Source: an optimization exercise on an open RTL-to-GDS flow (aim: small area, a short achievable clock period and few clock cycles per item). Production flows keep margins and buffers that such runs may drop.
The RTL was checked by simulation tests, not by an equivalence proof against the original design.

## north
// xb64_engine
module xb64_engine (
    input  wire        clk,
    input  wire        rst,
    input  wire        cmd_valid,
    output wire        cmd_ready,
    input  wire [2:0]  cmd_op,
    input  wire [4:0]  cmd_klen,
    input  wire [7:0]  cmd_tlen,
    input  wire        in_valid,
    output wire        in_ready,
    input  wire [7:0]  in_data,
    output wire        out_valid,
    input  wire        out_ready,
    output wire [7:0]  out_data,
    output wire        done,
    output wire [2:0]  err_code,
    output wire [15:0] err_info
);
Size in the first run: about 400 flip-flops, roughly 60 I/O pins, about 15000 um^2 of cells after synthesis.
Settings: LEC_CHECK=0, CAP_MARGIN=20, CORE_MARGIN=2, CORE_UTILIZATION=40, CTS_BUF_LIST=sky130_fd_sc_hd__clkbuf_16, CTS_CLUSTER_DIAMETER=80, CTS_CLUSTER_SIZE=30, SLEW_MARGIN=20; clock period 10.0 ns.
standard.sh (not shown) runs the stock make flow with config.mk's settings and CLKGATE_MAP_FILE= SYNTH_SCRIPT=/design/flow/synth_recipe.tcl, a recipe that flattens the netlist after the stock synthesis.
==> flow/flow/run.sh <==
#!/bin/bash
# The standard layout, with plain buffers on the ports, repair_timing
# aiming for extra setup slack, and a flatter clock tree.  Each tool's output
# goes to the ORFS logs; make's own output goes to standard.log here.
set -euo pipefail
export BUFFER_PORTS_ARGS="-buffer_cell sky130_fd_sc_hd__buf_2"
export SETUP_SLACK_MARGIN=7.0
export CTS_ARGS="-sink_clustering_enable -repair_clock_nets -sink_clustering_size 30 -sink_clustering_max_diameter 80 -buf_list sky130_fd_sc_hd__clkbuf_16 -sink_clustering_levels 1"
bash standard.sh > standard.log 2>&1
Testbench counts of north, summed over its fixed seeds: cycles 27,994, bytes 23,804.
Changes in south relative to north:
==> flow/flow/run.sh <==
#!/bin/bash
# The standard layout, with plain buffers on the ports (instead of the
# delay-cell buffers the resizer picks by default) and repair_timing aiming
# for extra setup slack.  Each tool's output goes to the ORFS logs; make's
# own output goes to standard.log here.
set -euo pipefail
export BUFFER_PORTS_ARGS="-buffer_cell sky130_fd_sc_hd__buf_2"
export SETUP_SLACK_MARGIN=6.8
bash standard.sh > standard.log 2>&1
Findings:
- Taking north over south, the number of ordinary and repair buffers in the finished layout ratio works out to 1.05.
- north vs south, master of the slowest instance on the critical path: edfxtp_1 vs dfxtp_1
- ~same final non-filler cell total in south and north
- Against north, south comes in about 0.7% higher on fill cell instance count of the final layout.
- south ended with more sequential cell area share than north.
- Compare south and north | largest fanout on the critical path lower: north
- south vs. north: global placement routability congestion saw an increase; fraction of layout instances using a drive strength above 1 lower.
What east does differently from south at the input level:
--- a/flow/flow/run.sh
+++ b/flow/flow/run.sh
@@ -7,3 +7,3 @@
 export BUFFER_PORTS_ARGS="-buffer_cell sky130_fd_sc_hd__buf_2"
-export SETUP_SLACK_MARGIN=6.8
+export SETUP_SLACK_MARGIN=7.2
 bash standard.sh > standard.log 2>&1
==> comparison <==
Relative to south, the average wire per cell in the routed design measured on east has increased by a few percent.
Reported for east and south, die area turned out identical to the last digit.
Via count of the first global-routing pass was higher in the run labelled east.
Biggest cell delay along the critical path, east and south: smaller value in east
Compared with south, east shows a buffer count from post-CTS setup fixing that is 25 higher.


v6:
xb64_engine, a different RTL version from the one above (not shown whole).
For scale: roughly 400 flip-flops, about 60 I/O pins, about 15000 um2 of cells after synthesis.
==> flow/config.mk <==
export PLATFORM = sky130hd
export DESIGN_NAME = xb64_engine
export DESIGN_NICKNAME = xb64_engine
export VERILOG_FILES = /design/flow/design.v
export SDC_FILE = /design/flow/constraint.sdc
export NUM_CORES = 4
export LEC_CHECK = 0
export CAP_MARGIN = 20
export CORE_MARGIN = 2
export CORE_UTILIZATION = 40
export SLEW_MARGIN = 20
==> flow/constraint.sdc <==
create_clock -name core_clock -period 10.0 [get_ports {clk}]
set_input_delay 2.0000 -clock core_clock [delete_from_list [all_inputs] [get_ports {clk}]]
set_output_delay 2.0000 -clock core_clock [all_outputs]
set_load 0.01 [all_outputs]
==> flow/flow/run.sh <==
#!/bin/bash
# The standard layout, with plain buffers on the ports (instead of the
# delay-cell buffers the resizer picks by default) and repair_timing aiming
# for extra setup slack.  Each tool's output goes to the ORFS logs; make's
# own output goes to standard.log here.
set -euo pipefail
export BUFFER_PORTS_ARGS="-buffer_cell sky130_fd_sc_hd__buf_2"
export SETUP_SLACK_MARGIN=7.0
bash standard.sh > standard.log 2>&1
v6 reached the end of the flow, and the finished layout is clean on the timing, design-rule and antenna checks.
Testbench counts of v6, summed over its fixed seeds: cycles 27,994, bytes 23,804.
Input-level comparison between v7 and v6:
-- flow/flow/run.sh --
<<< v6, line 7
export BUFFER_PORTS_ARGS="-buffer_cell sky130_fd_sc_hd__buf_2"
export SETUP_SLACK_MARGIN=7.0
bash standard.sh > standard.log 2>&1
>>> v7, line 7
export BUFFER_PORTS_ARGS="-buffer_cell sky130_fd_sc_hd__buf_2"
export SETUP_SLACK_MARGIN=6.5
bash standard.sh > standard.log 2>&1
Results
- Library cell contributing the largest single delay on the critical path = sky130_fd_sc_hd__or4b_2: v6; library cell contributing the largest single delay on the critical path = sky130_fd_sc_hd__edfxtp_1: v7
- v7: fmax lower than v6
- Re compound-cell area share of the yosys netlist: no difference whatsoever between v6 and v7.
- Relative to v6, largest net degree at the start of global routing has decreased by about 1.4% in v7.
- Diff v6 -> v7 | required time of the critical path | decrease of 20 ps


Setup of main:
xb64_engine, a different RTL version from the one above (not shown whole).
Size in the first run: about 1,300 cells after synthesis, about 400 flip-flops, ~15,000 sq um of cells after synthesis.
==> flow/config.mk <==
export PLATFORM = sky130hd
export DESIGN_NAME = xb64_engine
export DESIGN_NICKNAME = xb64_engine
export VERILOG_FILES = /design/flow/design.v
export SDC_FILE = /design/flow/constraint.sdc
export NUM_CORES = 4
export LEC_CHECK = 0
export CAP_MARGIN = 20
export CORE_MARGIN = 2
export CORE_UTILIZATION = 40
export CTS_BUF_LIST = sky130_fd_sc_hd__clkbuf_16
export CTS_CLUSTER_DIAMETER = 80
export CTS_CLUSTER_SIZE = 30
export SLEW_MARGIN = 20
==> flow/constraint.sdc <==
create_clock -name core_clock -period 10.0 [get_ports {clk}]
set_input_delay 2.0000 -clock core_clock [delete_from_list [all_inputs] [get_ports {clk}]]
set_output_delay 2.0000 -clock core_clock [all_outputs]
set_load 0.01 [all_outputs]
==> flow/flow/run.sh <==
#!/bin/bash
# The standard layout, with plain buffers on the ports, repair_timing
# aiming for extra setup slack, and clock tree options.  Each tool's output
# goes to the ORFS logs; make's own output goes to standard.log here.
set -euo pipefail
export BUFFER_PORTS_ARGS="-buffer_cell sky130_fd_sc_hd__buf_2"
export SETUP_SLACK_MARGIN=6.9
export CTS_ARGS="-sink_clustering_enable -repair_clock_nets -sink_clustering_size 30 -sink_clustering_max_diameter 80 -buf_list sky130_fd_sc_hd__clkbuf_16 -distance_between_buffers 1000 -branching_point_buffers_distance 1000"
bash standard.sh > standard.log 2>&1
Testbench counts of main, summed over its fixed seeds: cycles 27,994, bytes 23,804.
Edits applied to the flow inputs when going from main to the feature branch:
Settings: TNS_END_PERCENT newly set to 10.
==> flow/flow/run.sh <==
#!/bin/bash
# The standard layout, with plain buffers on the ports (instead of the
# delay-cell buffers the resizer picks by default) and repair_timing aiming
# for extra setup slack.  Each tool's output goes to the ORFS logs; make's
# own output goes to standard.log here.
set -euo pipefail
export BUFFER_PORTS_ARGS="-buffer_cell sky130_fd_sc_hd__buf_2"
export SETUP_SLACK_MARGIN=6.9
bash standard.sh > standard.log 2>&1
main → the feature branch: number of global-route vias before repair -about 0.33%; worst path arrival time +2.41 ns. Critical path class = reg2out: main; critical path class = in2reg: the feature branch. Of the feature branch and main, main shows the lower share of the clock period used by the worst path, with the feature branch above it. Proportion of cell area occupied by registers: the feature branch and main compared, higher one is the feature branch. Looking at the feature branch and main, the area taken by flip-flops and latches is a wash. Cell area shrinks slightly when moving from main to the feature branch. Between main and the feature branch, critical path depth increased. [compare] base=main new=the feature branch: proportion of synthesized flip-flops having asynchronous set or reset did not really move; post-route core utilization went down.

==> separate check: timing with driven ports <==
No port has a modelled driver above. Below, the same layouts with a new extraction and two added sets of constraints. Step 1 sets driving cells, clkbuf_16 on the clock port and buf_2 on the other inputs (assumed; they add their load-dependent delay and slew). Step 2 adds t to the input delays and takes it off the output delays; t is the mean of the earliest and latest rising clock arrival at the registers after step 1. Input paths then give back, and output paths get back, about the clock's delay inside the block. a / b / c = ideal ports / drivers / drivers and shift; a / b = the first two.
run	shift t [ns]	setup slack, ns	worst setup path after step 2	worst slew at a driven data input, ns
north	0.574	6.939 / 6.888 / 6.464	input to register	0.11
south	0.593	6.879 / 6.828 / 6.378	input to register	0.09
east	0.579	6.957 / 6.905 / 6.485	input to register	0.08
v6	0.599	6.940 / 6.894 / 6.584	input to register	0.07
v7	0.595	6.679 / 6.679 / 6.421	input to register	0.10
main	0.581	6.863 / 6.810 / 6.427	input to register	0.06
the feature branch	0.581	6.831 / 6.845 / 6.284	input to register	0.06
After both steps setup and hold are still met in every run listed. The setup slack of the feature branch, which loses most, moves by +0.014 ns with the drivers and by -0.547 ns with both steps.
